What follows belongs to an exercise in optimizing a design on an open flow for small area; a production flow would make more cautious choices. Only simulation tests tie the RTL to the original design; equivalence was not proved. Power and IR drop assume default switching activity.

==> flow/design.v <==
module tr1_demod (
    input  wire               clk,
    input  wire               rst,         
    input  wire               start,       
    input  wire [1:0]         car,         
    input  wire [1:0]         lc,          
    input  wire               in_valid,
    input  wire signed [11:0] in_sample,
    input  wire               finish,      
    output wire               lv_valid,
    output wire [1:0]         lv_count,    
    output reg  [5:0]         lv_data,     
    output wire               done,
    output wire [7:0]         status       
);
    localparam [1:0] CAR_ASK = 2'd0, CAR_FSK = 2'd1, CAR_QAM = 2'd2;
    localparam [1:0] LC_NRZ = 2'd0, LC_MAN = 2'd1, LC_AMI = 2'd2;
    localparam [1:0] LV_ZERO = 2'b00, LV_POS = 2'b01, LV_NEG = 2'b11;
    reg       active;
    reg [1:0] cur_car;
    reg [1:0] cur_lc;
    reg       cfg_err;
    reg       sig_err;
    reg       fin_pending;
    reg       pol_neg;           
    reg [3:0] lo;
    reg       down;
    reg       half;
    reg       wh;
    wire take  = active & in_valid & ~cfg_err & ~sig_err;
    wire first = ~down & (lo == 4'd0) & ~half & ~wh;
    wire last  = down & (lo == 4'd1) & half & wh;
    wire [4:0] fidx = {half, lo};
    wire [59:0] from;
    assign from[0] = (fidx == 5'd20) | (fidx == 5'd26);
    assign from[1] = (fidx == 5'd1) | (fidx == 5'd3) | (fidx == 5'd17) | (fidx == 5'd21) | (fidx == 5'd27);
    assign from[2] = (fidx == 5'd1) | (fidx == 5'd2) | (fidx == 5'd3) | (fidx == 5'd5) | (fidx == 5'd10) | (fidx == 5'd17) | (fidx == 5'd18) | (fidx == 5'd19) | (fidx == 5'd22);
    assign from[3] = (fidx == 5'd7) | (fidx == 5'd8) | (fidx == 5'd22) | (fidx == 5'd25);
    assign from[4] = (fidx == 5'd25) | (fidx == 5'd26) | (fidx == 5'd27) | (fidx == 5'd28);
    assign from[5] = (fidx == 5'd3) | (fidx == 5'd5) | (fidx == 5'd6) | (fidx == 5'd7) | (fidx == 5'd8) | (fidx == 5'd9) | (fidx == 5'd11) | (fidx == 5'd12) | (fidx == 5'd19) | (fidx == 5'd21) | (fidx == 5'd22) | (fidx == 5'd23) | (fidx == 5'd24) | (fidx == 5'd25) | (fidx == 5'd27) | (fidx == 5'd28);
    assign from[6] = (fidx == 5'd4) | (fidx == 5'd5) | (fidx == 5'd7) | (fidx == 5'd8) | (fidx == 5'd9) | (fidx == 5'd10) | (fidx == 5'd11) | (fidx == 5'd19) | (fidx == 5'd23) | (fidx == 5'd24) | (fidx == 5'd25) | (fidx == 5'd28);
    assign from[7] = (fidx == 5'd7) | (fidx == 5'd8) | (fidx == 5'd11) | (fidx == 5'd20) | (fidx == 5'd23) | (fidx == 5'd25) | (fidx == 5'd27);
    assign from[8] = (fidx == 5'd2) | (fidx == 5'd6) | (fidx == 5'd9) | (fidx == 5'd10) | (fidx == 5'd17) | (fidx == 5'd18) | (fidx == 5'd19) | (fidx == 5'd21) | (fidx == 5'd24) | (fidx == 5'd26);
    assign from[9] = (fidx == 5'd0) | (fidx == 5'd1) | (fidx == 5'd2) | (fidx == 5'd3) | (fidx == 5'd4) | (fidx == 5'd5) | (fidx == 5'd6) | (fidx == 5'd7) | (fidx == 5'd16) | (fidx == 5'd17) | (fidx == 5'd18) | (fidx == 5'd22) | (fidx == 5'd23) | (fidx == 5'd24);
    assign from[10] = (fidx == 5'd6) | (fidx == 5'd8) | (fidx == 5'd20) | (fidx == 5'd23) | (fidx == 5'd24) | (fidx == 5'd26) | (fidx == 5'd27) | (fidx == 5'd28);
    assign from[11] = (fidx == 5'd1) | (fidx == 5'd3) | (fidx == 5'd8) | (fidx == 5'd11) | (fidx == 5'd17) | (fidx == 5'd19) | (fidx == 5'd21) | (fidx == 5'd23) | (fidx == 5'd24);
    assign from[12] = (fidx == 5'd2) | (fidx == 5'd5) | (fidx == 5'd8) | (fidx == 5'd10) | (fidx == 5'd18) | (fidx == 5'd22) | (fidx == 5'd25);
    assign from[13] = (fidx == 5'd6) | (fidx == 5'd7) | (fidx == 5'd17) | (fidx == 5'd18) | (fidx == 5'd21) | (fidx == 5'd24);
    assign from[14] = (fidx == 5'd22) | (fidx == 5'd23) | (fidx == 5'd24) | (fidx == 5'd25) | (fidx == 5'd26) | (fidx == 5'd27) | (fidx == 5'd28);
    assign from[15] = (fidx == 5'd4) | (fidx == 5'd10);
    assign from[16] = (fidx == 5'd1) | (fidx == 5'd5) | (fidx == 5'd11) | (fidx == 5'd17) | (fidx == 5'd19);
    assign from[17] = (fidx == 5'd1) | (fidx == 5'd2) | (fidx == 5'd3) | (fidx == 5'd6) | (fidx == 5'd17) | (fidx == 5'd18) | (fidx == 5'd19) | (fidx == 5'd21) | (fidx == 5'd26);
    assign from[18] = (fidx == 5'd6) | (fidx == 5'd9) | (fidx == 5'd23) | (fidx == 5'd24);
    assign from[19] = (fidx == 5'd9) | (fidx == 5'd10) | (fidx == 5'd11) | (fidx == 5'd12);
    assign from[20] = (fidx == 5'd3) | (fidx == 5'd5) | (fidx == 5'd6) | (fidx == 5'd7) | (fidx == 5'd8) | (fidx == 5'd9) | (fidx == 5'd11) | (fidx == 5'd12) | (fidx == 5'd19) | (fidx == 5'd21) | (fidx == 5'd22) | (fidx == 5'd23) | (fidx == 5'd24) | (fidx == 5'd25) | (fidx == 5'd27) | (fidx == 5'd28);
    assign from[21] = (fidx == 5'd3) | (fidx == 5'd7) | (fidx == 5'd8) | (fidx == 5'd9) | (fidx == 5'd12) | (fidx == 5'd20) | (fidx == 5'd21) | (fidx == 5'd23) | (fidx == 5'd24) | (fidx == 5'd25) | (fidx == 5'd26) | (fidx == 5'd27);
    assign from[22] = (fidx == 5'd4) | (fidx == 5'd7) | (fidx == 5'd9) | (fidx == 5'd11) | (fidx == 5'd23) | (fidx == 5'd24) | (fidx == 5'd27);
    assign from[23] = (fidx == 5'd1) | (fidx == 5'd2) | (fidx == 5'd3) | (fidx == 5'd5) | (fidx == 5'd8) | (fidx == 5'd10) | (fidx == 5'd18) | (fidx == 5'd22) | (fidx == 5'd25) | (fidx == 5'd26);
    assign from[24] = (fidx == 5'd0) | (fidx == 5'd1) | (fidx == 5'd2) | (fidx == 5'd6) | (fidx == 5'd7) | (fidx == 5'd8) | (fidx == 5'd16) | (fidx == 5'd17) | (fidx == 5'd18) | (fidx == 5'd19) | (fidx == 5'd20) | (fidx == 5'd21) | (fidx == 5'd22) | (fidx == 5'd23);
    assign from[25] = (fidx == 5'd4) | (fidx == 5'd7) | (fidx == 5'd8) | (fidx == 5'd10) | (fidx == 5'd11) | (fidx == 5'd12) | (fidx == 5'd22) | (fidx == 5'd24);
    assign from[26] = (fidx == 5'd1) | (fidx == 5'd3) | (fidx == 5'd5) | (fidx == 5'd7) | (fidx == 5'd8) | (fidx == 5'd17) | (fidx == 5'd19) | (fidx == 5'd24) | (fidx == 5'd27);
    assign from[27] = (fidx == 5'd2) | (fidx == 5'd6) | (fidx == 5'd9) | (fidx == 5'd18) | (fidx == 5'd21) | (fidx == 5'd24) | (fidx == 5'd26);
    assign from[28] = (fidx == 5'd1) | (fidx == 5'd2) | (fidx == 5'd5) | (fidx == 5'd8) | (fidx == 5'd22) | (fidx == 5'd23);
    assign from[29] = (fidx == 5'd6) | (fidx == 5'd7) | (fidx == 5'd8) | (fidx == 5'd9) | (fidx == 5'd10) | (fidx == 5'd11) | (fidx == 5'd12);
    assign from[30] = (fidx == 5'd1) | (fidx == 5'd5) | (fidx == 5'd6) | (fidx == 5'd7) | (fidx == 5'd9) | (fidx == 5'd11) | (fidx == 5'd17) | (fidx == 5'd27);
    assign from[31] = (fidx == 5'd4) | (fidx == 5'd20) | (fidx == 5'd23) | (fidx == 5'd25) | (fidx == 5'd26);
    assign from[32] = (fidx == 5'd3) | (fidx == 5'd7) | (fidx == 5'd10) | (fidx == 5'd21) | (fidx == 5'd23) | (fidx == 5'd24) | (fidx == 5'd25);
    assign from[33] = (fidx == 5'd2) | (fidx == 5'd3) | (fidx == 5'd7) | (fidx == 5'd8) | (fidx == 5'd11) | (fidx == 5'd18);
    assign from[34] = (fidx == 5'd3) | (fidx == 5'd4) | (fidx == 5'd5) | (fidx == 5'd6) | (fidx == 5'd7);
    assign from[35] = (fidx == 5'd2) | (fidx == 5'd3) | (fidx == 5'd8) | (fidx == 5'd10) | (fidx == 5'd18) | (fidx == 5'd19) | (fidx == 5'd24) | (fidx == 5'd26);
    assign from[36] = (fidx == 5'd2) | (fidx == 5'd3) | (fidx == 5'd5) | (fidx == 5'd6) | (fidx == 5'd9) | (fidx == 5'd10) | (fidx == 5'd17) | (fidx == 5'd18) | (fidx == 5'd21) | (fidx == 5'd22);
    assign from[37] = (fidx == 5'd2) | (fidx == 5'd8) | (fidx == 5'd9) | (fidx == 5'd11) | (fidx == 5'd12) | (fidx == 5'd27) | (fidx == 5'd28);
    assign from[38] = (fidx == 5'd1) | (fidx == 5'd4) | (fidx == 5'd5) | (fidx == 5'd6) | (fidx == 5'd9) | (fidx == 5'd12) | (fidx == 5'd17) | (fidx == 5'd19) | (fidx == 5'd21) | (fidx == 5'd22) | (fidx == 5'd23) | (fidx == 5'd24) | (fidx == 5'd25) | (fidx == 5'd26) | (fidx == 5'd27);
    assign from[39] = (fidx == 5'd0) | (fidx == 5'd1) | (fidx == 5'd2) | (fidx == 5'd8) | (fidx == 5'd9) | (fidx == 5'd10) | (fidx == 5'd11) | (fidx == 5'd16) | (fidx == 5'd17);
    assign from[40] = (fidx == 5'd1) | (fidx == 5'd2) | (fidx == 5'd5) | (fidx == 5'd6) | (fidx == 5'd7) | (fidx == 5'd9) | (fidx == 5'd11) | (fidx == 5'd17) | (fidx == 5'd18) | (fidx == 5'd24) | (fidx == 5'd26) | (fidx == 5'd27);
    assign from[41] = (fidx == 5'd3) | (fidx == 5'd4) | (fidx == 5'd6) | (fidx == 5'd20) | (fidx == 5'd23) | (fidx == 5'd25);
    assign from[42] = (fidx == 5'd2) | (fidx == 5'd8) | (fidx == 5'd9) | (fidx == 5'd10) | (fidx == 5'd12) | (fidx == 5'd21) | (fidx == 5'd27);
    assign from[43] = (fidx == 5'd3) | (fidx == 5'd4) | (fidx == 5'd5) | (fidx == 5'd6) | (fidx == 5'd7) | (fidx == 5'd11) | (fidx == 5'd18) | (fidx == 5'd19);
    assign from[44] = (fidx == 5'd16) | (fidx == 5'd17);
    assign from[45] = (fidx == 5'd1) | (fidx == 5'd11) | (fidx == 5'd17) | (fidx == 5'd21) | (fidx == 5'd22) | (fidx == 5'd23) | (fidx == 5'd25) | (fidx == 5'd27);
    assign from[46] = (fidx == 5'd4) | (fidx == 5'd7) | (fidx == 5'd9) | (fidx == 5'd10) | (fidx == 5'd20);
    assign from[47] = (fidx == 5'd5) | (fidx == 5'd7) | (fidx == 5'd8) | (fidx == 5'd9) | (fidx == 5'd19) | (fidx == 5'd23) | (fidx == 5'd26);
    assign from[48] = (fidx == 5'd2) | (fidx == 5'd18) | (fidx == 5'd19) | (fidx == 5'd23) | (fidx == 5'd24) | (fidx == 5'd27);
    assign from[49] = (fidx == 5'd19) | (fidx == 5'd20) | (fidx == 5'd21) | (fidx == 5'd22) | (fidx == 5'd23);
    assign from[50] = (fidx == 5'd2) | (fidx == 5'd3) | (fidx == 5'd8) | (fidx == 5'd10) | (fidx == 5'd18) | (fidx == 5'd19) | (fidx == 5'd24) | (fidx == 5'd26);
    assign from[51] = (fidx == 5'd1) | (fidx == 5'd2) | (fidx == 5'd5) | (fidx == 5'd6) | (fidx == 5'd18) | (fidx == 5'd19) | (fidx == 5'd21) | (fidx == 5'd22) | (fidx == 5'd25) | (fidx == 5'd26);
    assign from[52] = (fidx == 5'd11) | (fidx == 5'd12) | (fidx == 5'd18) | (fidx == 5'd24) | (fidx == 5'd25) | (fidx == 5'd27) | (fidx == 5'd28);
    assign from[53] = (fidx == 5'd1) | (fidx == 5'd3) | (fidx == 5'd5) | (fidx == 5'd6) | (fidx == 5'd7) | (fidx == 5'd8) | (fidx == 5'd9) | (fidx == 5'd10) | (fidx == 5'd11) | (fidx == 5'd17) | (fidx == 5'd20) | (fidx == 5'd21) | (fidx == 5'd22) | (fidx == 5'd25) | (fidx == 5'd28);
    assign from[54] = (fidx == 5'd0) | (fidx == 5'd1) | (fidx == 5'd16) | (fidx == 5'd17) | (fidx == 5'd18) | (fidx == 5'd24) | (fidx == 5'd25) | (fidx == 5'd26) | (fidx == 5'd27);
    assign from[55] = (fidx == 5'd1) | (fidx == 5'd2) | (fidx == 5'd8) | (fidx == 5'd10) | (fidx == 5'd11) | (fidx == 5'd17) | (fidx == 5'd18) | (fidx == 5'd21) | (fidx == 5'd22) | (fidx == 5'd23) | (fidx == 5'd25) | (fidx == 5'd27);
    assign from[56] = (fidx == 5'd4) | (fidx == 5'd7) | (fidx == 5'd9) | (fidx == 5'd19) | (fidx == 5'd20) | (fidx == 5'd22);
    assign from[57] = (fidx == 5'd5) | (fidx == 5'd11) | (fidx == 5'd18) | (fidx == 5'd24) | (fidx == 5'd25) | (fidx == 5'd26) | (fidx == 5'd28);
    assign from[58] = (fidx == 5'd2) | (fidx == 5'd3) | (fidx == 5'd19) | (fidx == 5'd20) | (fidx == 5'd21) | (fidx == 5'd22) | (fidx == 5'd23) | (fidx == 5'd27);
    assign from[59] = (fidx == 5'd0) | (fidx == 5'd1);
    wire [29:0] qrom;
    assign qrom[0] = (lo == 4'd1) | (lo == 4'd3);
    assign qrom[1] = (lo == 4'd2) | (lo == 4'd8);
    assign qrom[2] = (lo == 4'd4) | (lo == 4'd7);
    assign qrom[3] = (lo == 4'd8) | (lo == 4'd9);
    assign qrom[4] = 1'b0;
    assign qrom[5] = (lo == 4'd5) | (lo == 4'd6) | (lo == 4'd7) | (lo == 4'd8) | (lo == 4'd9) | (lo == 4'd10);
    assign qrom[6] = (lo == 4'd6) | (lo == 4'd7) | (lo == 4'd9);
    assign qrom[7] = (lo == 4'd3) | (lo == 4'd5) | (lo == 4'd8) | (lo == 4'd9) | (lo == 4'd10) | (lo == 4'd11) | (lo == 4'd12);
    assign qrom[8] = (lo == 4'd5) | (lo == 4'd6) | (lo == 4'd7) | (lo == 4'd10) | (lo == 4'd11);
    assign qrom[9] = (lo == 4'd0) | (lo == 4'd1) | (lo == 4'd2) | (lo == 4'd3) | (lo == 4'd4) | (lo == 4'd5) | (lo == 4'd6) | (lo == 4'd7) | (lo == 4'd8);
    assign qrom[10] = (lo == 4'd1) | (lo == 4'd3) | (lo == 4'd5) | (lo == 4'd6) | (lo == 4'd7) | (lo == 4'd10);
    assign qrom[11] = (lo == 4'd2) | (lo == 4'd6) | (lo == 4'd8) | (lo == 4'd9);
    assign qrom[12] = (lo == 4'd3) | (lo == 4'd4) | (lo == 4'd7) | (lo == 4'd9) | (lo == 4'd11);
    assign qrom[13] = (lo == 4'd5) | (lo == 4'd6) | (lo == 4'd7) | (lo == 4'd8);
    assign qrom[14] = 1'b0;
    assign qrom[15] = (lo == 4'd3) | (lo == 4'd5);
    assign qrom[16] = (lo == 4'd5) | (lo == 4'd8) | (lo == 4'd9);
    assign qrom[17] = (lo == 4'd1) | (lo == 4'd3) | (lo == 4'd8);
    assign qrom[18] = (lo == 4'd4) | (lo == 4'd5);
    assign qrom[19] = 1'b0;
    assign qrom[20] = (lo == 4'd4) | (lo == 4'd6) | (lo == 4'd7) | (lo == 4'd10) | (lo == 4'd11) | (lo == 4'd12);
    assign qrom[21] = (lo == 4'd4) | (lo == 4'd7) | (lo == 4'd10) | (lo == 4'd11);
    assign qrom[22] = (lo == 4'd5) | (lo == 4'd6) | (lo == 4'd9) | (lo == 4'd10);
    assign qrom[23] = (lo == 4'd1) | (lo == 4'd2) | (lo == 4'd3) | (lo == 4'd6) | (lo == 4'd7) | (lo == 4'd8);
    assign qrom[24] = (lo == 4'd5) | (lo == 4'd6) | (lo == 4'd7) | (lo == 4'd8) | (lo == 4'd9) | (lo == 4'd10) | (lo == 4'd11) | (lo == 4'd12);
    assign qrom[25] = (lo == 4'd3) | (lo == 4'd4) | (lo == 4'd5) | (lo == 4'd6) | (lo == 4'd10) | (lo == 4'd11) | (lo == 4'd12);
    assign qrom[26] = (lo == 4'd4) | (lo == 4'd8) | (lo == 4'd9) | (lo == 4'd11);
    assign qrom[27] = (lo == 4'd1) | (lo == 4'd6) | (lo == 4'd9) | (lo == 4'd10);
    assign qrom[28] = (lo == 4'd5) | (lo == 4'd6) | (lo == 4'd7) | (lo == 4'd8);
    assign qrom[29] = 1'b0;
    wire [14:0] bf1 = from[59:45], bf2 = from[44:30], bf3 = from[29:15], bf4 = from[14:0];
    wire [14:0] bqs = qrom[29:15], bqc = qrom[14:0];
    wire [11:0] xg = take ? in_sample : 12'd0;
    wire [4:0] fneg = {5{down}};
    wire [4:0] sneg = {5{half}};
    wire [4:0] cneg = {5{half ^ down}};
    reg [14:0] d1, d2, d3, d4;
    always @(*) begin
        case (cur_car)
            CAR_ASK: begin
                d1 = {4'd0, xg[11], 5'd1, 5'd0};
                d2 = d1;
                d3 = 15'd0;
                d4 = 15'd0;
            end
            CAR_FSK: begin
                d1 = {bf1[14:10] ^ fneg, bf1[9:0]};
                d2 = {bf2[14:10] ^ fneg, bf2[9:0]};
                d3 = bf3;
                d4 = bf4;
            end
            default: begin
                d1 = {bqs[14:10] ^ sneg, bqs[9:0]};
                d2 = d1;
                d3 = {bqc[14:10] ^ cneg, bqc[9:0]};
                d4 = d3;
            end
        endcase
    end
    reg signed [26:0] acc1, acc2, acc3, acc4;
    wire [26:0] sum1, sum2, sum3, sum4;
    tr1_mac u_mac1 (.base(first ? 27'd0 : acc1), .x(xg), .neg(d1[14:10]), .one(d1[9:5]), .two(d1[4:0]), .sum(sum1));
    tr1_mac u_mac2 (.base(first ? 27'd0 : acc2), .x(xg), .neg(d2[14:10]), .one(d2[9:5]), .two(d2[4:0]), .sum(sum2));
    tr1_mac u_mac3 (.base(first ? 27'd0 : acc3), .x(xg), .neg(d3[14:10]), .one(d3[9:5]), .two(d3[4:0]), .sum(sum3));
    tr1_mac u_mac4 (.base(first ? 27'd0 : acc4), .x(xg), .neg(d4[14:10]), .one(d4[9:5]), .two(d4[4:0]), .sum(sum4));
    reg        [53:0] xr;        
    reg signed [26:0] y1, y2;
    reg        [28:0] hacc;      
    reg               sticky;    
    reg               hbusy;
    reg        [5:0]  hstep;
    reg               dvalid;    
    wire        [26:0] hterm = xr[0] ? (hstep[0] ? y2 : y1) : 27'd0;
    wire               hneg  = (hstep[5:1] == 5'd26);
    wire        [26:0] ht    = hterm ^ {27{hneg}};
    wire        [28:0] hsum;
    wire h_0 = hacc[0] ^ ht[0];
    wire h_1 = hacc[0] & ht[0];
    wire h_2 = hacc[1] ^ ht[1];
    wire h_3 = hacc[1] & ht[1];
    wire h_4 = hacc[2] ^ ht[2];
    wire h_5 = hacc[2] & ht[2];
    wire h_6 = hacc[3] ^ ht[3];
    wire h_7 = hacc[3] & ht[3];
    wire h_8 = hacc[4] ^ ht[4];
    wire h_9 = hacc[4] & ht[4];
    wire h_10 = hacc[5] ^ ht[5];
    wire h_11 = hacc[5] & ht[5];
    wire h_12 = hacc[6] ^ ht[6];
    wire h_13 = hacc[6] & ht[6];
    wire h_14 = hacc[7] ^ ht[7];
    wire h_15 = hacc[7] & ht[7];
    wire h_16 = hacc[8] ^ ht[8];
    wire h_17 = hacc[8] & ht[8];
    wire h_18 = hacc[9] ^ ht[9];
    wire h_19 = hacc[9] & ht[9];
    wire h_20 = hacc[10] ^ ht[10];
    wire h_21 = hacc[10] & ht[10];
    wire h_22 = hacc[11] ^ ht[11];
    wire h_23 = hacc[11] & ht[11];
    wire h_24 = hacc[12] ^ ht[12];
    wire h_25 = hacc[12] & ht[12];
    wire h_26 = hacc[13] ^ ht[13];
    wire h_27 = hacc[13] & ht[13];
    wire h_28 = hacc[14] ^ ht[14];
    wire h_29 = hacc[14] & ht[14];
    wire h_30 = hacc[15] ^ ht[15];
    wire h_31 = hacc[15] & ht[15];
    wire h_32 = hacc[16] ^ ht[16];
    wire h_33 = hacc[16] & ht[16];
    wire h_34 = hacc[17] ^ ht[17];
    wire h_35 = hacc[17] & ht[17];
    wire h_36 = hacc[18] ^ ht[18];
    wire h_37 = hacc[18] & ht[18];
    wire h_38 = hacc[19] ^ ht[19];
    wire h_39 = hacc[19] & ht[19];
    wire h_40 = hacc[20] ^ ht[20];
    wire h_41 = hacc[20] & ht[20];
    wire h_42 = hacc[21] ^ ht[21];
    wire h_43 = hacc[21] & ht[21];
    wire h_44 = hacc[22] ^ ht[22];
    wire h_45 = hacc[22] & ht[22];
    wire h_46 = hacc[23] ^ ht[23];
    wire h_47 = hacc[23] & ht[23];
    wire h_48 = hacc[24] ^ ht[24];
    wire h_49 = hacc[24] & ht[24];
    wire h_50 = hacc[25] ^ ht[25];
    wire h_51 = hacc[25] & ht[25];
    wire h_52 = hacc[26] ^ ht[26];
    wire h_53 = hacc[26] & ht[26];
    wire h_54 = hacc[27] ^ ht[26];
    wire h_55 = hacc[27] & ht[26];
    wire h_56 = hacc[28] ^ ht[26];
    wire h_57 = hacc[28] & ht[26];
    wire h_58 = hneg ^ h_0;
    wire h_59 = hneg & h_0;
    wire h_60 = h_2 ^ h_1 ^ h_59;
    wire h_61 = (h_2 & h_1) | (h_2 & h_59) | (h_1 & h_59);
    wire h_62 = h_4 ^ h_3 ^ h_61;
    wire h_63 = (h_4 & h_3) | (h_4 & h_61) | (h_3 & h_61);
    wire h_64 = h_6 ^ h_5 ^ h_63;
    wire h_65 = (h_6 & h_5) | (h_6 & h_63) | (h_5 & h_63);
    wire h_66 = h_8 ^ h_7 ^ h_65;
    wire h_67 = (h_8 & h_7) | (h_8 & h_65) | (h_7 & h_65);
    wire h_68 = h_10 ^ h_9 ^ h_67;
    wire h_69 = (h_10 & h_9) | (h_10 & h_67) | (h_9 & h_67);
    wire h_70 = h_12 ^ h_11 ^ h_69;
    wire h_71 = (h_12 & h_11) | (h_12 & h_69) | (h_11 & h_69);
    wire h_72 = h_14 ^ h_13 ^ h_71;
    wire h_73 = (h_14 & h_13) | (h_14 & h_71) | (h_13 & h_71);
    wire h_74 = h_16 ^ h_15 ^ h_73;
    wire h_75 = (h_16 & h_15) | (h_16 & h_73) | (h_15 & h_73);
    wire h_76 = h_18 ^ h_17 ^ h_75;
    wire h_77 = (h_18 & h_17) | (h_18 & h_75) | (h_17 & h_75);
    wire h_78 = h_20 ^ h_19 ^ h_77;
    wire h_79 = (h_20 & h_19) | (h_20 & h_77) | (h_19 & h_77);
    wire h_80 = h_22 ^ h_21 ^ h_79;
    wire h_81 = (h_22 & h_21) | (h_22 & h_79) | (h_21 & h_79);
    wire h_82 = h_24 ^ h_23 ^ h_81;
    wire h_83 = (h_24 & h_23) | (h_24 & h_81) | (h_23 & h_81);
    wire h_84 = h_26 ^ h_25 ^ h_83;
    wire h_85 = (h_26 & h_25) | (h_26 & h_83) | (h_25 & h_83);
    wire h_86 = h_28 ^ h_27 ^ h_85;
    wire h_87 = (h_28 & h_27) | (h_28 & h_85) | (h_27 & h_85);
    wire h_88 = h_30 ^ h_29 ^ h_87;
    wire h_89 = (h_30 & h_29) | (h_30 & h_87) | (h_29 & h_87);
    wire h_90 = h_32 ^ h_31 ^ h_89;
    wire h_91 = (h_32 & h_31) | (h_32 & h_89) | (h_31 & h_89);
    wire h_92 = h_34 ^ h_33 ^ h_91;
    wire h_93 = (h_34 & h_33) | (h_34 & h_91) | (h_33 & h_91);
    wire h_94 = h_36 ^ h_35 ^ h_93;
    wire h_95 = (h_36 & h_35) | (h_36 & h_93) | (h_35 & h_93);
    wire h_96 = h_38 ^ h_37 ^ h_95;
    wire h_97 = (h_38 & h_37) | (h_38 & h_95) | (h_37 & h_95);
    wire h_98 = h_40 ^ h_39 ^ h_97;
    wire h_99 = (h_40 & h_39) | (h_40 & h_97) | (h_39 & h_97);
    wire h_100 = h_42 ^ h_41 ^ h_99;
    wire h_101 = (h_42 & h_41) | (h_42 & h_99) | (h_41 & h_99);
    wire h_102 = h_44 ^ h_43 ^ h_101;
    wire h_103 = (h_44 & h_43) | (h_44 & h_101) | (h_43 & h_101);
    wire h_104 = h_46 ^ h_45 ^ h_103;
    wire h_105 = (h_46 & h_45) | (h_46 & h_103) | (h_45 & h_103);
    wire h_106 = h_48 ^ h_47 ^ h_105;
    wire h_107 = (h_48 & h_47) | (h_48 & h_105) | (h_47 & h_105);
    wire h_108 = h_50 ^ h_49 ^ h_107;
    wire h_109 = (h_50 & h_49) | (h_50 & h_107) | (h_49 & h_107);
    wire h_110 = h_52 ^ h_51 ^ h_109;
    wire h_111 = (h_52 & h_51) | (h_52 & h_109) | (h_51 & h_109);
    wire h_112 = h_54 ^ h_53 ^ h_111;
    wire h_113 = (h_54 & h_53) | (h_54 & h_111) | (h_53 & h_111);
    wire h_114 = h_56 ^ h_55 ^ h_113;
    assign hsum = {h_114, h_112, h_110, h_108, h_106, h_104, h_102, h_100, h_98, h_96, h_94, h_92, h_90, h_88, h_86, h_84, h_82, h_80, h_78, h_76, h_74, h_72, h_70, h_68, h_66, h_64, h_62, h_60, h_58};
    wire p_zero = (hacc == 29'd0) & ~sticky;
    reg  a_bit;                  
    reg  c_s, c_d;               
    reg  nz_s, nz_d;             
    reg  sg_s, sg_d;             
    wire s_bit = a_bit ^ xr[0] ^ c_s;
    wire d_bit = a_bit ^ ~xr[0] ^ c_d;
    reg       dec_err;
    reg [1:0] dec_n;             
    reg [2:0] dec_p;             
    always @(*) begin
        dec_err = 1'b0;
        dec_n   = 2'd1;
        dec_p   = 3'b000;
        case (cur_car)
            CAR_ASK: begin
                if (y1 > 27'sd12800)     dec_p[0] = 1'b1;
                else if (y1 < 27'sd6400) dec_p[0] = 1'b0;
                else                     dec_err  = 1'b1;
            end
            CAR_FSK: begin
                dec_err  = p_zero;
                dec_p[0] = ~hacc[28];
            end
            default: begin
                dec_n = 2'd3;
                dec_err = (hacc < 29'd20000) | ((hacc == 29'd180000) & ~sticky) |
                          ~nz_s | ~nz_d;
                dec_p[0] = sg_s;
                dec_p[1] = sg_s ^ sg_d;
                dec_p[2] = (hacc > 29'd180000) | ((hacc == 29'd180000) & sticky);
            end
        endcase
    end
    reg rec_pol;
    integer i;
    always @(*) begin
        lv_data = 6'd0;
        rec_pol = pol_neg;
        for (i = 0; i < 3; i = i + 1) begin
            if (i < dec_n) begin
                case (cur_lc)
                    LC_NRZ: lv_data[2*i +: 2] = dec_p[i] ? LV_POS : LV_NEG;
                    LC_MAN: lv_data[2*i +: 2] = dec_p[i] ? LV_POS : LV_ZERO;
                    default: begin
                        if (dec_p[i]) begin
                            lv_data[2*i +: 2] = rec_pol ? LV_NEG : LV_POS;
                            rec_pol = ~rec_pol;
                        end else begin
                            lv_data[2*i +: 2] = LV_ZERO;
                        end
                    end
                endcase
            end
        end
    end
    assign lv_valid = dvalid & ~dec_err & ~sig_err;
    assign lv_count = (cur_car == CAR_QAM) ? 2'd3 : 2'd1;
    assign done   = fin_pending & ~hbusy & ~dvalid;
    assign status = cfg_err ? 8'h15 : (sig_err | ~first) ? 8'h76 : 8'h00;
    always @(posedge clk) begin
        acc1 <= sum1;
        acc2 <= sum2;
        acc3 <= sum3;
        acc4 <= sum4;
        if (take & last) begin
            xr <= {sum3[26], sum1[26], sum3[25], sum1[25], sum3[24], sum1[24],
                   sum3[23], sum1[23], sum3[22], sum1[22], sum3[21], sum1[21],
                   sum3[20], sum1[20], sum3[19], sum1[19], sum3[18], sum1[18],
                   sum3[17], sum1[17], sum3[16], sum1[16], sum3[15], sum1[15],
                   sum3[14], sum1[14], sum3[13], sum1[13], sum3[12], sum1[12],
                   sum3[11], sum1[11], sum3[10], sum1[10], sum3[9],  sum1[9],
                   sum3[8],  sum1[8],  sum3[7],  sum1[7],  sum3[6],  sum1[6],
                   sum3[5],  sum1[5],  sum3[4],  sum1[4],  sum3[3],  sum1[3],
                   sum3[2],  sum1[2],  sum3[1],  sum1[1],  sum3[0],  sum1[0]};
            y1 <= sum2;
            y2 <= sum4;
        end else begin
            xr <= xr >> 1;
        end
        a_bit <= xr[0];
        if (take & last) begin
            c_s  <= 1'b0;
            c_d  <= 1'b1;
            nz_s <= 1'b0;
            nz_d <= 1'b0;
        end else if (hstep[0]) begin
            c_s  <= (a_bit & xr[0]) | (a_bit & c_s) | (xr[0] & c_s);
            c_d  <= (a_bit & ~xr[0]) | (a_bit & c_d) | (~xr[0] & c_d);
            nz_s <= nz_s | s_bit;
            nz_d <= nz_d | d_bit;
            sg_s <= s_bit;
            sg_d <= d_bit;
        end
        if (take & last) begin
            hacc   <= 29'd0;
            sticky <= 1'b0;
        end else begin
            hacc   <= hstep[0] ? {hsum[28], hsum[28:1]} : hsum;
            sticky <= sticky | (hstep[0] & hsum[0]);
        end
        if (rst) begin
            active      <= 1'b0;
            fin_pending <= 1'b0;
            hbusy       <= 1'b0;
            dvalid      <= 1'b0;
        end else begin
            if (start) begin
                active      <= 1'b1;
                cur_car     <= car;
                cur_lc      <= lc;
                cfg_err     <= (car == 2'd3) || (lc == 2'd3);
                sig_err     <= 1'b0;
                fin_pending <= 1'b0;
                pol_neg     <= 1'b0;
                lo          <= 4'd0;
                down        <= 1'b0;
                half        <= 1'b0;
                wh          <= 1'b0;
            end else begin
                if (take) begin
                    if (~down) begin
                        if (lo == 4'd12) down <= 1'b1;
                        else             lo   <= lo + 4'd1;
                    end else if (lo == 4'd1) begin
                        down <= 1'b0;
                        lo   <= 4'd0;
                        half <= ~half;
                        if (half) wh <= ~wh;
                    end else begin
                        lo <= lo - 4'd1;
                    end
                end
                if (take & last) begin
                    hbusy <= 1'b1;
                    hstep <= 6'd0;
                end else if (hbusy) begin
                    hstep <= hstep + 6'd1;
                    if (hstep == 6'd53) hbusy <= 1'b0;
                end
                dvalid <= hbusy & (hstep == 6'd53);
                if (dvalid & ~sig_err) begin
                    if (dec_err) sig_err <= 1'b1;
                    else         pol_neg <= rec_pol;
                end
                if (active & finish) fin_pending <= 1'b1;
                if (done) begin
                    fin_pending <= 1'b0;
                    active      <= 1'b0;
                end
            end
        end
    end
endmodule
module tr1_mac (
    input  wire [26:0] base,
    input  wire [11:0] x,
    input  wire [4:0]  neg,
    input  wire [4:0]  one,
    input  wire [4:0]  two,
    output wire [26:0] sum
);
    wire t_0 = ((one[0] & x[0])) ^ neg[0];
    wire t_1 = ((one[0] & x[1]) | (two[0] & x[0])) ^ neg[0];
    wire t_2 = ((one[0] & x[2]) | (two[0] & x[1])) ^ neg[0];
    wire t_3 = ((one[0] & x[3]) | (two[0] & x[2])) ^ neg[0];
    wire t_4 = ((one[0] & x[4]) | (two[0] & x[3])) ^ neg[0];
    wire t_5 = ((one[0] & x[5]) | (two[0] & x[4])) ^ neg[0];
    wire t_6 = ((one[0] & x[6]) | (two[0] & x[5])) ^ neg[0];
    wire t_7 = ((one[0] & x[7]) | (two[0] & x[6])) ^ neg[0];
    wire t_8 = ((one[0] & x[8]) | (two[0] & x[7])) ^ neg[0];
    wire t_9 = ((one[0] & x[9]) | (two[0] & x[8])) ^ neg[0];
    wire t_10 = ((one[0] & x[10]) | (two[0] & x[9])) ^ neg[0];
    wire t_11 = ((one[0] & x[11]) | (two[0] & x[10])) ^ neg[0];
    wire t_12 = ((one[0] & x[11]) | (two[0] & x[11])) ^ neg[0];
    wire t_13 = ~t_12;
    wire t_14 = ((one[1] & x[0])) ^ neg[1];
    wire t_15 = ((one[1] & x[1]) | (two[1] & x[0])) ^ neg[1];
    wire t_16 = ((one[1] & x[2]) | (two[1] & x[1])) ^ neg[1];
    wire t_17 = ((one[1] & x[3]) | (two[1] & x[2])) ^ neg[1];
    wire t_18 = ((one[1] & x[4]) | (two[1] & x[3])) ^ neg[1];
    wire t_19 = ((one[1] & x[5]) | (two[1] & x[4])) ^ neg[1];
    wire t_20 = ((one[1] & x[6]) | (two[1] & x[5])) ^ neg[1];
    wire t_21 = ((one[1] & x[7]) | (two[1] & x[6])) ^ neg[1];
    wire t_22 = ((one[1] & x[8]) | (two[1] & x[7])) ^ neg[1];
    wire t_23 = ((one[1] & x[9]) | (two[1] & x[8])) ^ neg[1];
    wire t_24 = ((one[1] & x[10]) | (two[1] & x[9])) ^ neg[1];
    wire t_25 = ((one[1] & x[11]) | (two[1] & x[10])) ^ neg[1];
    wire t_26 = ((one[1] & x[11]) | (two[1] & x[11])) ^ neg[1];
    wire t_27 = ~t_26;
    wire t_28 = ((one[2] & x[0])) ^ neg[2];
    wire t_29 = ((one[2] & x[1]) | (two[2] & x[0])) ^ neg[2];
    wire t_30 = ((one[2] & x[2]) | (two[2] & x[1])) ^ neg[2];
    wire t_31 = ((one[2] & x[3]) | (two[2] & x[2])) ^ neg[2];
    wire t_32 = ((one[2] & x[4]) | (two[2] & x[3])) ^ neg[2];
    wire t_33 = ((one[2] & x[5]) | (two[2] & x[4])) ^ neg[2];
    wire t_34 = ((one[2] & x[6]) | (two[2] & x[5])) ^ neg[2];
    wire t_35 = ((one[2] & x[7]) | (two[2] & x[6])) ^ neg[2];
    wire t_36 = ((one[2] & x[8]) | (two[2] & x[7])) ^ neg[2];
    wire t_37 = ((one[2] & x[9]) | (two[2] & x[8])) ^ neg[2];
    wire t_38 = ((one[2] & x[10]) | (two[2] & x[9])) ^ neg[2];
    wire t_39 = ((one[2] & x[11]) | (two[2] & x[10])) ^ neg[2];
    wire t_40 = ((one[2] & x[11]) | (two[2] & x[11])) ^ neg[2];
    wire t_41 = ~t_40;
    wire t_42 = ((one[3] & x[0])) ^ neg[3];
    wire t_43 = ((one[3] & x[1]) | (two[3] & x[0])) ^ neg[3];
    wire t_44 = ((one[3] & x[2]) | (two[3] & x[1])) ^ neg[3];
    wire t_45 = ((one[3] & x[3]) | (two[3] & x[2])) ^ neg[3];
    wire t_46 = ((one[3] & x[4]) | (two[3] & x[3])) ^ neg[3];
    wire t_47 = ((one[3] & x[5]) | (two[3] & x[4])) ^ neg[3];
    wire t_48 = ((one[3] & x[6]) | (two[3] & x[5])) ^ neg[3];
    wire t_49 = ((one[3] & x[7]) | (two[3] & x[6])) ^ neg[3];
    wire t_50 = ((one[3] & x[8]) | (two[3] & x[7])) ^ neg[3];
    wire t_51 = ((one[3] & x[9]) | (two[3] & x[8])) ^ neg[3];
    wire t_52 = ((one[3] & x[10]) | (two[3] & x[9])) ^ neg[3];
    wire t_53 = ((one[3] & x[11]) | (two[3] & x[10])) ^ neg[3];
    wire t_54 = ((one[3] & x[11]) | (two[3] & x[11])) ^ neg[3];
    wire t_55 = ~t_54;
    wire t_56 = ((one[4] & x[0])) ^ neg[4];
    wire t_57 = ((one[4] & x[1]) | (two[4] & x[0])) ^ neg[4];
    wire t_58 = ((one[4] & x[2]) | (two[4] & x[1])) ^ neg[4];
    wire t_59 = ((one[4] & x[3]) | (two[4] & x[2])) ^ neg[4];
    wire t_60 = ((one[4] & x[4]) | (two[4] & x[3])) ^ neg[4];
    wire t_61 = ((one[4] & x[5]) | (two[4] & x[4])) ^ neg[4];
    wire t_62 = ((one[4] & x[6]) | (two[4] & x[5])) ^ neg[4];
    wire t_63 = ((one[4] & x[7]) | (two[4] & x[6])) ^ neg[4];
    wire t_64 = ((one[4] & x[8]) | (two[4] & x[7])) ^ neg[4];
    wire t_65 = ((one[4] & x[9]) | (two[4] & x[8])) ^ neg[4];
    wire t_66 = ((one[4] & x[10]) | (two[4] & x[9])) ^ neg[4];
    wire t_67 = ((one[4] & x[11]) | (two[4] & x[10])) ^ neg[4];
    wire t_68 = ((one[4] & x[11]) | (two[4] & x[11])) ^ neg[4];
    wire t_69 = ~t_68;
    wire t_70 = base[8] ^ t_8;
    wire t_71 = base[8] & t_8;
    wire t_72 = base[9] ^ t_9;
    wire t_73 = base[9] & t_9;
    wire t_74 = base[10] ^ t_10;
    wire t_75 = base[10] & t_10;
    wire t_76 = base[11] ^ t_11;
    wire t_77 = base[11] & t_11;
    wire t_78 = base[12] ^ t_13 ^ t_24;
    wire t_79 = (base[12] & t_13) | (base[12] & t_24) | (t_13 & t_24);
    wire t_80 = base[13] ^ t_25;
    wire t_81 = base[13] & t_25;
    wire t_82 = base[4] ^ t_4;
    wire t_83 = base[4] & t_4;
    wire t_84 = base[5] ^ t_5;
    wire t_85 = base[5] & t_5;
    wire t_86 = base[6] ^ t_6 ^ t_18;
    wire t_87 = (base[6] & t_6) | (base[6] & t_18) | (t_6 & t_18);
    wire t_88 = t_30 ^ t_42;
    wire t_89 = t_30 & t_42;
    wire t_90 = base[7] ^ t_7 ^ t_19;
    wire t_91 = (base[7] & t_7) | (base[7] & t_19) | (t_7 & t_19);
    wire t_92 = t_31 ^ t_43;
    wire t_93 = t_31 & t_43;
    wire t_94 = t_20 ^ t_32 ^ t_44;
    wire t_95 = (t_20 & t_32) | (t_20 & t_44) | (t_32 & t_44);
    wire t_96 = t_56 ^ neg[4] ^ t_70;
    wire t_97 = (t_56 & neg[4]) | (t_56 & t_70) | (neg[4] & t_70);
    wire t_98 = t_21 ^ t_33 ^ t_45;
    wire t_99 = (t_21 & t_33) | (t_21 & t_45) | (t_33 & t_45);
    wire t_100 = t_57 ^ t_72 ^ t_71;
    wire t_101 = (t_57 & t_72) | (t_57 & t_71) | (t_72 & t_71);
    wire t_102 = t_22 ^ t_34 ^ t_46;
    wire t_103 = (t_22 & t_34) | (t_22 & t_46) | (t_34 & t_46);
    wire t_104 = t_58 ^ t_74 ^ t_73;
    wire t_105 = (t_58 & t_74) | (t_58 & t_73) | (t_74 & t_73);
    wire t_106 = t_23 ^ t_35 ^ t_47;
    wire t_107 = (t_23 & t_35) | (t_23 & t_47) | (t_35 & t_47);
    wire t_108 = t_59 ^ t_76 ^ t_75;
    wire t_109 = (t_59 & t_76) | (t_59 & t_75) | (t_76 & t_75);
    wire t_110 = t_36 ^ t_48 ^ t_60;
    wire t_111 = (t_36 & t_48) | (t_36 & t_60) | (t_48 & t_60);
    wire t_112 = 1'b1 ^ t_78 ^ t_77;
    wire t_113 = (1'b1 & t_78) | (1'b1 & t_77) | (t_78 & t_77);
    wire t_114 = t_37 ^ t_49 ^ t_61;
    wire t_115 = (t_37 & t_49) | (t_37 & t_61) | (t_49 & t_61);
    wire t_116 = 1'b1 ^ t_80 ^ t_79;
    wire t_117 = (1'b1 & t_80) | (1'b1 & t_79) | (t_80 & t_79);
    wire t_118 = base[14] ^ t_27 ^ t_38;
    wire t_119 = (base[14] & t_27) | (base[14] & t_38) | (t_27 & t_38);
    wire t_120 = t_50 ^ t_62 ^ t_81;
    wire t_121 = (t_50 & t_62) | (t_50 & t_81) | (t_62 & t_81);
    wire t_122 = base[15] ^ t_39 ^ t_51;
    wire t_123 = (base[15] & t_39) | (base[15] & t_51) | (t_39 & t_51);
    wire t_124 = t_63 ^ 1'b1;
    wire t_125 = t_63 & 1'b1;
    wire t_126 = base[16] ^ t_41 ^ t_52;
    wire t_127 = (base[16] & t_41) | (base[16] & t_52) | (t_41 & t_52);
    wire t_128 = base[17] ^ t_53;
    wire t_129 = base[17] & t_53;
    wire t_130 = base[2] ^ t_2;
    wire t_131 = base[2] & t_2;
    wire t_132 = base[3] ^ t_3;
    wire t_133 = base[3] & t_3;
    wire t_134 = t_16 ^ t_28 ^ neg[2];
    wire t_135 = (t_16 & t_28) | (t_16 & neg[2]) | (t_28 & neg[2]);
    wire t_136 = t_17 ^ t_29 ^ t_84;
    wire t_137 = (t_17 & t_29) | (t_17 & t_84) | (t_29 & t_84);
    wire t_138 = neg[3] ^ t_86 ^ t_88;
    wire t_139 = (neg[3] & t_86) | (neg[3] & t_88) | (t_86 & t_88);
    wire t_140 = t_90 ^ t_92 ^ t_87;
    wire t_141 = (t_90 & t_92) | (t_90 & t_87) | (t_92 & t_87);
    wire t_142 = t_94 ^ t_96 ^ t_91;
    wire t_143 = (t_94 & t_96) | (t_94 & t_91) | (t_96 & t_91);
    wire t_144 = t_98 ^ t_100 ^ t_95;
    wire t_145 = (t_98 & t_100) | (t_98 & t_95) | (t_100 & t_95);
    wire t_146 = t_102 ^ t_104 ^ t_99;
    wire t_147 = (t_102 & t_104) | (t_102 & t_99) | (t_104 & t_99);
    wire t_148 = t_106 ^ t_108 ^ t_103;
    wire t_149 = (t_106 & t_108) | (t_106 & t_103) | (t_108 & t_103);
    wire t_150 = t_110 ^ t_112 ^ t_107;
    wire t_151 = (t_110 & t_112) | (t_110 & t_107) | (t_112 & t_107);
    wire t_152 = t_114 ^ t_116 ^ t_111;
    wire t_153 = (t_114 & t_116) | (t_114 & t_111) | (t_116 & t_111);
    wire t_154 = t_118 ^ t_120 ^ t_115;
    wire t_155 = (t_118 & t_120) | (t_118 & t_115) | (t_120 & t_115);
    wire t_156 = t_122 ^ t_124 ^ t_119;
    wire t_157 = (t_122 & t_124) | (t_122 & t_119) | (t_124 & t_119);
    wire t_158 = t_64 ^ t_126 ^ t_123;
    wire t_159 = (t_64 & t_126) | (t_64 & t_123) | (t_126 & t_123);
    wire t_160 = t_65 ^ 1'b1 ^ t_128;
    wire t_161 = (t_65 & 1'b1) | (t_65 & t_128) | (1'b1 & t_128);
    wire t_162 = base[18] ^ t_55 ^ t_66;
    wire t_163 = (base[18] & t_55) | (base[18] & t_66) | (t_55 & t_66);
    wire t_164 = base[19] ^ t_67;
    wire t_165 = base[19] & t_67;
    wire t_166 = base[0] ^ t_0;
    wire t_167 = base[0] & t_0;
    wire t_168 = base[1] ^ t_1;
    wire t_169 = base[1] & t_1;
    wire t_170 = t_14 ^ neg[1] ^ t_130;
    wire t_171 = (t_14 & neg[1]) | (t_14 & t_130) | (neg[1] & t_130);
    wire t_172 = t_15 ^ t_132 ^ t_131;
    wire t_173 = (t_15 & t_132) | (t_15 & t_131) | (t_132 & t_131);
    wire t_174 = t_82 ^ t_134 ^ t_133;
    wire t_175 = (t_82 & t_134) | (t_82 & t_133) | (t_134 & t_133);
    wire t_176 = t_83 ^ t_136 ^ t_135;
    wire t_177 = (t_83 & t_136) | (t_83 & t_135) | (t_136 & t_135);
    wire t_178 = t_85 ^ t_138 ^ t_137;
    wire t_179 = (t_85 & t_138) | (t_85 & t_137) | (t_138 & t_137);
    wire t_180 = t_89 ^ t_140 ^ t_139;
    wire t_181 = (t_89 & t_140) | (t_89 & t_139) | (t_140 & t_139);
    wire t_182 = t_93 ^ t_142 ^ t_141;
    wire t_183 = (t_93 & t_142) | (t_93 & t_141) | (t_142 & t_141);
    wire t_184 = t_97 ^ t_144 ^ t_143;
    wire t_185 = (t_97 & t_144) | (t_97 & t_143) | (t_144 & t_143);
    wire t_186 = t_101 ^ t_146 ^ t_145;
    wire t_187 = (t_101 & t_146) | (t_101 & t_145) | (t_146 & t_145);
    wire t_188 = t_105 ^ t_148 ^ t_147;
    wire t_189 = (t_105 & t_148) | (t_105 & t_147) | (t_148 & t_147);
    wire t_190 = t_109 ^ t_150 ^ t_149;
    wire t_191 = (t_109 & t_150) | (t_109 & t_149) | (t_150 & t_149);
    wire t_192 = t_113 ^ t_152 ^ t_151;
    wire t_193 = (t_113 & t_152) | (t_113 & t_151) | (t_152 & t_151);
    wire t_194 = t_117 ^ t_154 ^ t_153;
    wire t_195 = (t_117 & t_154) | (t_117 & t_153) | (t_154 & t_153);
    wire t_196 = t_121 ^ t_156 ^ t_155;
    wire t_197 = (t_121 & t_156) | (t_121 & t_155) | (t_156 & t_155);
    wire t_198 = t_125 ^ t_158 ^ t_157;
    wire t_199 = (t_125 & t_158) | (t_125 & t_157) | (t_158 & t_157);
    wire t_200 = t_127 ^ t_160 ^ t_159;
    wire t_201 = (t_127 & t_160) | (t_127 & t_159) | (t_160 & t_159);
    wire t_202 = t_129 ^ t_162 ^ t_161;
    wire t_203 = (t_129 & t_162) | (t_129 & t_161) | (t_162 & t_161);
    wire t_204 = 1'b1 ^ t_164 ^ t_163;
    wire t_205 = (1'b1 & t_164) | (1'b1 & t_163) | (t_164 & t_163);
    wire t_206 = base[20] ^ t_69 ^ t_165;
    wire t_207 = (base[20] & t_69) | (base[20] & t_165) | (t_69 & t_165);
    wire t_208 = base[21] ^ 1'b1;
    wire t_209 = base[21] & 1'b1;
    wire t_210 = base[22] ^ 1'b1;
    wire t_211 = base[22] & 1'b1;
    wire t_212 = base[23] ^ 1'b1;
    wire t_213 = base[23] & 1'b1;
    wire t_214 = base[24] ^ 1'b1;
    wire t_215 = base[24] & 1'b1;
    wire t_216 = base[25] ^ 1'b1;
    wire t_217 = base[25] & 1'b1;
    wire t_218 = base[26] ^ 1'b1;
    wire t_219 = base[26] & 1'b1;
    wire t_220 = neg[0] ^ t_166;
    wire t_221 = neg[0] & t_166;
    wire t_222 = t_168 ^ t_167 ^ t_221;
    wire t_223 = (t_168 & t_167) | (t_168 & t_221) | (t_167 & t_221);
    wire t_224 = t_170 ^ t_169 ^ t_223;
    wire t_225 = (t_170 & t_169) | (t_170 & t_223) | (t_169 & t_223);
    wire t_226 = t_172 ^ t_171 ^ t_225;
    wire t_227 = (t_172 & t_171) | (t_172 & t_225) | (t_171 & t_225);
    wire t_228 = t_174 ^ t_173 ^ t_227;
    wire t_229 = (t_174 & t_173) | (t_174 & t_227) | (t_173 & t_227);
    wire t_230 = t_176 ^ t_175 ^ t_229;
    wire t_231 = (t_176 & t_175) | (t_176 & t_229) | (t_175 & t_229);
    wire t_232 = t_178 ^ t_177 ^ t_231;
    wire t_233 = (t_178 & t_177) | (t_178 & t_231) | (t_177 & t_231);
    wire t_234 = t_180 ^ t_179 ^ t_233;
    wire t_235 = (t_180 & t_179) | (t_180 & t_233) | (t_179 & t_233);
    wire t_236 = t_182 ^ t_181 ^ t_235;
    wire t_237 = (t_182 & t_181) | (t_182 & t_235) | (t_181 & t_235);
    wire t_238 = t_184 ^ t_183 ^ t_237;
    wire t_239 = (t_184 & t_183) | (t_184 & t_237) | (t_183 & t_237);
    wire t_240 = t_186 ^ t_185 ^ t_239;
    wire t_241 = (t_186 & t_185) | (t_186 & t_239) | (t_185 & t_239);
    wire t_242 = t_188 ^ t_187 ^ t_241;
    wire t_243 = (t_188 & t_187) | (t_188 & t_241) | (t_187 & t_241);
    wire t_244 = t_190 ^ t_189 ^ t_243;
    wire t_245 = (t_190 & t_189) | (t_190 & t_243) | (t_189 & t_243);
    wire t_246 = t_192 ^ t_191 ^ t_245;
    wire t_247 = (t_192 & t_191) | (t_192 & t_245) | (t_191 & t_245);
    wire t_248 = t_194 ^ t_193 ^ t_247;
    wire t_249 = (t_194 & t_193) | (t_194 & t_247) | (t_193 & t_247);
    wire t_250 = t_196 ^ t_195 ^ t_249;
    wire t_251 = (t_196 & t_195) | (t_196 & t_249) | (t_195 & t_249);
    wire t_252 = t_198 ^ t_197 ^ t_251;
    wire t_253 = (t_198 & t_197) | (t_198 & t_251) | (t_197 & t_251);
    wire t_254 = t_200 ^ t_199 ^ t_253;
    wire t_255 = (t_200 & t_199) | (t_200 & t_253) | (t_199 & t_253);
    wire t_256 = t_202 ^ t_201 ^ t_255;
    wire t_257 = (t_202 & t_201) | (t_202 & t_255) | (t_201 & t_255);
    wire t_258 = t_204 ^ t_203 ^ t_257;
    wire t_259 = (t_204 & t_203) | (t_204 & t_257) | (t_203 & t_257);
    wire t_260 = t_206 ^ t_205 ^ t_259;
    wire t_261 = (t_206 & t_205) | (t_206 & t_259) | (t_205 & t_259);
    wire t_262 = t_208 ^ t_207 ^ t_261;
    wire t_263 = (t_208 & t_207) | (t_208 & t_261) | (t_207 & t_261);
    wire t_264 = t_210 ^ t_209 ^ t_263;
    wire t_265 = (t_210 & t_209) | (t_210 & t_263) | (t_209 & t_263);
    wire t_266 = t_212 ^ t_211 ^ t_265;
    wire t_267 = (t_212 & t_211) | (t_212 & t_265) | (t_211 & t_265);
    wire t_268 = t_214 ^ t_213 ^ t_267;
    wire t_269 = (t_214 & t_213) | (t_214 & t_267) | (t_213 & t_267);
    wire t_270 = t_216 ^ t_215 ^ t_269;
    wire t_271 = (t_216 & t_215) | (t_216 & t_269) | (t_215 & t_269);
    wire t_272 = t_218 ^ t_217 ^ t_271;
    assign sum = {t_272, t_270, t_268, t_266, t_264, t_262, t_260, t_258, t_256, t_254, t_252, t_250, t_248, t_246, t_244, t_242, t_240, t_238, t_236, t_234, t_232, t_230, t_228, t_226, t_224, t_222, t_220};
endmodule
==> flow/run.sh <==
#!/bin/bash
# synth_recipe.tcl (not shown) runs the flow's synth.tcl, then flattens the netlist and writes it again
# the make line also repeats each setting of config.mk as NAME=value (left out here)
make -C /OpenROAD-flow-scripts/flow DESIGN_CONFIG=/design/flow/config.mk WORK_HOME=/design/flow/orfs CLKGATE_MAP_FILE= SYNTH_SCRIPT=/design/flow/synth_recipe.tcl finish
==> flow/config.mk <==
export PLATFORM = sky130hd
export DESIGN_NAME = tr1_demod
export DESIGN_NICKNAME = tr1_demod
export VERILOG_FILES = /design/flow/design.v
export SDC_FILE = /design/flow/constraint.sdc
export NUM_CORES = 4
export LEC_CHECK = 0
export CAP_MARGIN = 20
export CORE_MARGIN = 2
export CORE_UTILIZATION = 40
export CTS_BUF_LIST = sky130_fd_sc_hd__clkbuf_8
export CTS_CLUSTER_DIAMETER = 60
export CTS_CLUSTER_SIZE = 18
export SLEW_MARGIN = 20
==> flow/constraint.sdc <==
create_clock -name core_clock -period 16.0 [get_ports {clk}]
set_input_delay 3.2000 -clock core_clock [delete_from_list [all_inputs] [get_ports {clk}]]
set_output_delay 3.2000 -clock core_clock [all_outputs]
set_load 0.01 [all_outputs]
==> run summary, run 1 <==
- Status: timing/DRC/antenna clean
- Num rows: 93
- Flop pwr share: 21.5%
- Slowest CP cell: nor4_1
- Synthesis Warnings: 1
- Register bit total from synthesis: 277
- Slew at the pin with the worst max-slew slack: 1030 ps
- Die width: 260 um
- Number of global-route vias before repair: 20700
- Ys async rst share: 0%
- Internal power: 0.00324 W
- Most common cell after layout, fill and taps aside: inv_1
- Sw frac: 45.8%
- 1st-pass router iterations: 7
- Hold bufs inserted after CTS: 0
- Multi-input gate area: 17500 um^2
- Clock latency on the worst-skew pair: 700 ps
- Final #Nets: 3155
- CTS Root Cell: clkbuf_8
- Post-route ant nets: 0
- Combinational share of power: 68.9%
- Fraction of the yosys area taken by sequential cells: 24.1%
- Worst Path Arrival: 14900 ps
- Final wirelength: 72800 um
- CP most frequent cell: fa_1
- Gr usage total: 21.9%
- Cts bufs inserted: 30
- Global-route met1 utilization: 28.3%
- Via count: 19300
- Final period utilization: 89.4%
- Post-CTS setup buffer count: 0
- Worst hold slack: 414 ps
- Met3 usage: 3.14%
- Post-synth EDFFs: 76
- Slew headroom: 31.1%
- Detail Placement HPWL: 55000 um
- Family with the most delay on the worst path: adder cells
- Setup violators final: 0
- Final setup margin: 1690 ps
- Clk sinks: 277
- GPL Wtd Cong: 0.928
- Clock slew at reported path FFs: 110 ps
- Layout Skew: 23.5 ps
- Buffers added on ports: 35
- RSZ-0062 raised after global routing: false
- Post-CTS Resized: 0
- Fin. Hold Viols: 0
- Leakage: 11.3 nW
- Power, Total: 0.00598 W
- Post-layout util: 43.5%
- Core footprint: 64600 um^2
- Most frequent cells in the layout: inv_1, fa_1, nand2_1
- Crit path kind: input pin to flop
- Maximum clock rate: 0.0699 GHz
- Primary FF master, synth: dfxtp_1
- WL/cell: 20.3 um
- Num ports: 39
- Grt total ovfl: 0
- Clock Path Buffers: 3
- Vias per std cell: 5.40
- Initial DRC count: 1493
- First-pass GRT wire length: 116000 um
- FF+latch area: 6310 um^2
- Area Growth Syn to Fin: 7.14%
- Final Critical Period: 14310 ps
- Critical path capture point type: flop
- Yosys cell types: 90
- Fillers: 6238
- Die Ht: 260 um
- PD cells: 213 nW/um^2
- Switching power: 0.00274 W
- H-tree depth: 1
- Critical path's largest stage delay: 580 ps
- Post-Route Setup TNS: 0 ps
- CTS tree: built
- Setup crit start kind: input pin
- Die area: 67500 um^2
- Clock Power Share: 9.6%
- Buf/Inv on CP: 8
- Gate Count Post-Synth: 2760
- Largest net degree at the start of global routing: 93
- Worst hold path type: flop to flop
- Grt peak-use layer: met2
- Max FO, Critical Path: 12
- Ratio of cells with drive above 1 in the final layout: 8.95%
- Initial antenna violation count: 2
- Required time worst endpoint: 16590 ps
- DR DRC count: 0
- Starting density of the core: 40.6%
- Mapped cell area: 26200 um^2
- Maximum vdd ir drop: 220 uV
- MaxCap Viol Count: 0
- Avg Cell Area, Syn: 9.49 um^2
- Max-slew violations: 0
- GR Layer Usage met2: 36.8%
- DP Worst Slack: 684 ps
-- cells in the mapped netlist (6+ instances only) --
master	n	area share [%]
a22oi_1	68	1.9
clkbuf_1	99	1.4
a22oi_2	20	0.96
nor4_1	17	0.41
mux2i_1	9	0.34
nor3_1	18	0.34
buf_4	29	0.83
a211oi_1	33	0.95
fa_1	313	24
ha_1	119	5.7
a32oi_1	6	0.20
mux2_2	32	1.4
o21ai_0	52	0.99
a21o_1	13	0.37
edfxtp_1	76	8.7
nor2_1	105	1.5
xor2_1	123	4.1
inv_1	370	5.3
o22ai_1	141	3.4
a21oi_1	102	1.9
o31ai_1	6	0.17
nand2_1	206	3.0
buf_2	77	1.5
dfxtp_1	201	15
xnor2_1	200	6.7
nor2b_1	36	0.86
buf_1	8	0.11
a31oi_1	17	0.41
buf_6	8	0.34
and2_1	98	2.3
nand3_1	18	0.34
nand2b_1	14	0.33
o21ai_1	16	0.31
and3_1	6	0.14
-- path summary, 6_finish.rpt --
| check | cells past startpoint | end | slack [ps] | start |
|---|---|---|---|---|
| worst min register to register | 2 | xr[16]$_DFF_P_ | 410 | xr[17]$_DFF_P_ |
| worst max-delay path | 41 | xr[53]$_SDFF_PN0_ | 1690 | in_valid |
| worst max register to register | 39 | hacc[27]$_SDFF_PP0_ | 2640 | hstep[3]$_SDFFCE_PP0P_ |
| worst min-delay path | 2 | xr[16]$_DFF_P_ | 410 | xr[17]$_DFF_P_ |
-- kinds of logic after synthesis --
kind of cell / share of synthesized area, %
and+or+nand+nor: 10.2
AOI/OAI and AO/OA: 13.9
muxes: 1.72
adders and majority gates: 29.6
other: 0.0287
xor gates and xnor gates: 10.9
DFF: 24.1
buffers and inverters: 9.55
-- flip-flops by register name, summed over array words and instances (netlist names), 4 cells and up --
| name | flops |
|---|---|
| acc3 | 27 |
| hstep | 6 |
| acc1 | 27 |
| acc4 | 27 |
| hacc | 29 |
| lo | 4 |
| y2 | 27 |
| y1 | 27 |
| acc2 | 27 |
| xr | 54 |
-- per-layer routing --
| metal | wire length (um) | part of all wire, % | vias to the layer above |
|---|---|---|---|
| met3 | 4310 | 5.9 | 189 |
| met1 | 30700 | 42 | 9558 |
| li1 | - | - | 8890 |
| met4 | 3140 | 4.3 | 0 |
| met5 | 0 | 0 | - |
| met2 | 34700 | 48 | 709 |
-- power by group through the flow --
stage | Sequential (W) | Clock [W] | Combinational [W]
2_1_floorplan | 0.00127 | 0 | 0.00294
3_3_place_gp | 0.00130 | 0 | 0.00405
3_5_place_dp | 0.00130 | 0 | 0.00417
4_1_cts | 0.00129 | 0.000596 | 0.00421
5_1_grt | 0.00130 | 0.000621 | 0.00479
6_report | 0.00128 | 0.000577 | 0.00412
-- area by class of cell --
type | instances | area share, %
multi-input cells | 1889 | 62.2
clock inverters | 25 | 1.17
clock buffers | 31 | 1.52
flip-flops and latches | 277 | 22.5
inverters | 372 | 4.98
well taps | 855 | 3.81
diodes | 1 | 0.00892
repair buffers | 132 | 3.84
-- stage by stage --
step	instance area, um^2	std cells
after CTS	28100	3581
after detailed placement	27300	3525
final	28100	3582
after global routing	28100	3582
after global placement	27300	3525
after floorplan	26200	2761
-- tightest hold or removal path: cells and delay by family, from the launching register on --
family	cells	cell delay, ps
flops	1	320
simple gates	2	90
==> run 2: changes to the inputs <==
--- a/flow/config.mk
+++ b/flow/config.mk
@@ -9,6 +9,3 @@
 export CORE_MARGIN = 2
 export CORE_UTILIZATION = 40
-export CTS_BUF_LIST = sky130_fd_sc_hd__clkbuf_8
-export CTS_CLUSTER_DIAMETER = 60
-export CTS_CLUSTER_SIZE = 18
 export SLEW_MARGIN = 20
==> run summary, run 2 <==
- Status: timing/DRC/antenna clean
- Primary FF master, synth: dfxtp_1
- Setup crit start kind: input pin
- First-pass GRT wire length: 117000 um (+0.37%)
- Register bit total from synthesis: 277 (unchanged)
- Post-CTS Resized: 0 (unchanged)
- Post-Route Setup TNS: 0 ps (unchanged)
- Clock slew at reported path FFs: 60 ps (-50 ps)
- Leakage: 11.5 nW (+1.6%)
- Avg Cell Area, Syn: 9.49 um^2 (unchanged)
- Area share of the largest cell type after synthesis: 23.9% (unchanged)
- Final wirelength: 73100 um (+0.35%)
- Hold bufs inserted after CTS: 0 (unchanged)
- Grt total ovfl: 0 (unchanged)
- Area Growth Syn to Fin: 8.73%
- Number of global-route vias before repair: 20800 (+0.53%)
- Core footprint: 64600 um^2 (unchanged)
- Ratio of cells with drive above 1 in the final layout: 8.82% (-0.13 points)
- Cts bufs inserted: 34 (+13%)
- Top Registers: xr (54), hacc (29)
- Fin. Hold Viols: 0 (unchanged)
- Num rows: 93 (unchanged)
- Via count: 19300 (-0.10%)
- GPL Wtd Cong: 0.928 (unchanged)
- Detail Placement HPWL: 55000 um (unchanged)
- PD cells: 218 nW/um^2 (+2.4%)
- Most flop-heavy register: xr
- Initial DRC count: 1512 (+1.3%)
- Slew at the pin with the worst max-slew slack: 978 ps (-53.8 ps)
- Area leader, netlist: fa_1
- Layout Skew: 33.5 ps (+10.0 ps)
- Num ports: 39 (unchanged)
- Max FO, Critical Path: 12 (unchanged)
- Buffers added on ports: 35 (unchanged)
- Min-delay src: xr[11]$_DFF_P_
- Max reg flops: 54 (unchanged)
- Slowest CP cell: nor4_1
- 1st-pass router iterations: 8 (+1)
- Commonest cells post-synth: inv_1, fa_1, nand2_1
- Max-slew violations: 0 (unchanged)
- Most frequent cells in the layout: inv_1, fa_1, nand2_1
- Worst hold slack: 413 ps (-0.670 ps)
- Top cells by area, synth: fa_1, dfxtp_1, edfxtp_1, xnor2_1, ha_1
- Final #Nets: 3159 (+0.13%)
- Final Critical Period: 14460 ps (+158 ps)
- Crit path kind: input pin to flop
- Required time worst endpoint: 16440 ps (-150 ps)
- Gr usage total: 22.1% (+0.20 points)
- Most common cell after layout, fill and taps aside: inv_1
- Largest net degree at the start of global routing: 93 (unchanged)
- Starting density of the core: 40.6% (unchanged)
- Critical R2R Launch: hstep[3]$_SDFFCE_PP0P_
- Ys async rst share: 0% (unchanged)
- CTS tree: built
- Post-CTS setup buffer count: 0 (unchanged)
- Synthesis Warnings: 1 (unchanged)
- WL/cell: 20.4 um (+0.24%)
- DR DRC count: 0 (unchanged)
- Die area: 67500 um^2 (unchanged)
- Post-route ant nets: 0 (unchanged)
- CP most frequent cell: fa_1
- Vias per std cell: 5.39 (-0.21%)
- Post-synth EDFFs: 76 (unchanged)
- CTS Root Cell: clkbuf_16
- Antenna cells: 0 (-1)
- Fraction of the yosys area taken by sequential cells: 24.1% (unchanged)
- Count leader, synth: inv_1
- Die width: 260 um (unchanged)
- Critical path capture point type: flop
- Maximum clock rate: 0.0691 GHz (-1.1%)
- Worst hold path type: flop to flop
- Maximum vdd ir drop: 197 uV (-11%)
- Clock Path Buffers: 3 (unchanged)
- Clock latency on the worst-skew pair: 570 ps (-130 ps)
- Gate Count Post-Synth: 2760 (unchanged)
- Setup violators final: 0 (unchanged)
- Slew headroom: 34.7% (+3.6 points)
- MaxCap Viol Count: 0 (unchanged)
- Mapped cell area: 26200 um^2 (unchanged)
- Power, Total: 0.00621 W (+3.9%)
- Clk sinks: 277 (unchanged)
- Critical path's largest stage delay: 580 ps (about the same)
- RSZ-0062 raised after global routing: false
- Worst Path Arrival: 14910 ps (about the same)
- Die Ht: 260 um (unchanged)
- Initial antenna violation count: 0 (-2)
- Final period utilization: 90.4% (+0.99 points)
- Setup crit start: in_valid
- Yosys cell types: 90 (unchanged)
- H-tree depth: 2 (+1)
## run 2: layout make-up
cell class	instances	area, um^2
Sequential cell	277	6310
Clock inverter	21	279
Multi-Input combinational cell	1889	17500
Inverter	372	1400
Tap cell	855	1070
Clock buffer	40	893
Timing Repair Buffer	132	1080
Fill cell	6178	36100
## run 2: worst paths after layout
check | slack, ps | cells past startpoint | end
worst min-delay path | 410 | 2 | xr[10]$_DFF_P_
worst max-delay path | 1540 | 41 | xr[53]$_SDFF_PN0_
worst max register to register | 2650 | 39 | hacc[27]$_SDFF_PP0_
worst min register to register | 410 | 2 | xr[10]$_DFF_P_
## run 2: logic make-up (layout without fill, tap and decap cells)
kind of cell / Yosys count / in the layout / synth area share, %
buffers and inverters: 595 / 565 / 9.55
DFF: 277 / 277 / 24.1
AOI/OAI and AO/OA: 535 / 535 / 13.9
muxes: 41 / 41 / 1.72
and+or+nand+nor: 553 / 553 / 10.2
other: 2 / 3 / 0.0287
xor gates and xnor gates: 325 / 325 / 10.9
adders and majority gates: 432 / 432 / 29.6
## run 2: through the flow
step	std cells	area, um^2	utilization, %	setup WS, ps
floorplan	2761	26200	-	2230
global placement	3525	27300	42.3	891
detailed placement	3525	27300	42.3	684
CTS	3586	28500	44.1	1350
global route	3586	28500	44.1	856
finish	3586	28500	44.1	1540
## run 2: report_power, final
group          internal (W)  total [W]  switching [W]
sequential          0.00121    0.00129      0.0000753
clock              0.000487   0.000817       0.000330
combinational       0.00179    0.00411        0.00232
## run 2: critical path, delay by kind of cell
kind | cells | cell delay (ps)
xor+xnor | 2 | 320
simple gates | 4 | 1380
fa+ha+maj | 27 | 9020
buf+inv | 8 | 980
## run 2: metal layers
layer | routed length, um | share of wire (%) | GRT usage [%]
met1 | 30900 | 42 | 28.5
met2 | 34900 | 48 | 37.0
met3 | 4230 | 5.8 | 3.52
met5 | 0 | 0 | 0
met4 | 3040 | 4.2 | 9.39

-- static timing again, ports no longer ideal --
The flow's constraints put no driver on any port. The routed layouts listed below were extracted and timed again, unchanged, in two steps. Step 1, drivers: a clkbuf_16 drives clk and a buf_2 each remaining input, both assumed. Step 2 also shifts input and output timing later by t, the mid clock arrival at the registers, as if the neighbouring blocks saw the same clock. a / b / c = ideal / step 1 / step 2; a / b = the first two.
run	shift t [ns]	setup slack, ns	slew at the worst register clock pin (ns)
run 1	0.742	1.693 / 1.721 / 0.980	0.11 / 0.11
run 2	0.617	1.535 / 1.569 / 0.953	0.07 / 0.07
After both steps setup and hold are still met in every run listed. For run 1, which loses most, drivers alone change the setup slack by +0.028 ns; drivers and shift together by -0.713 ns.
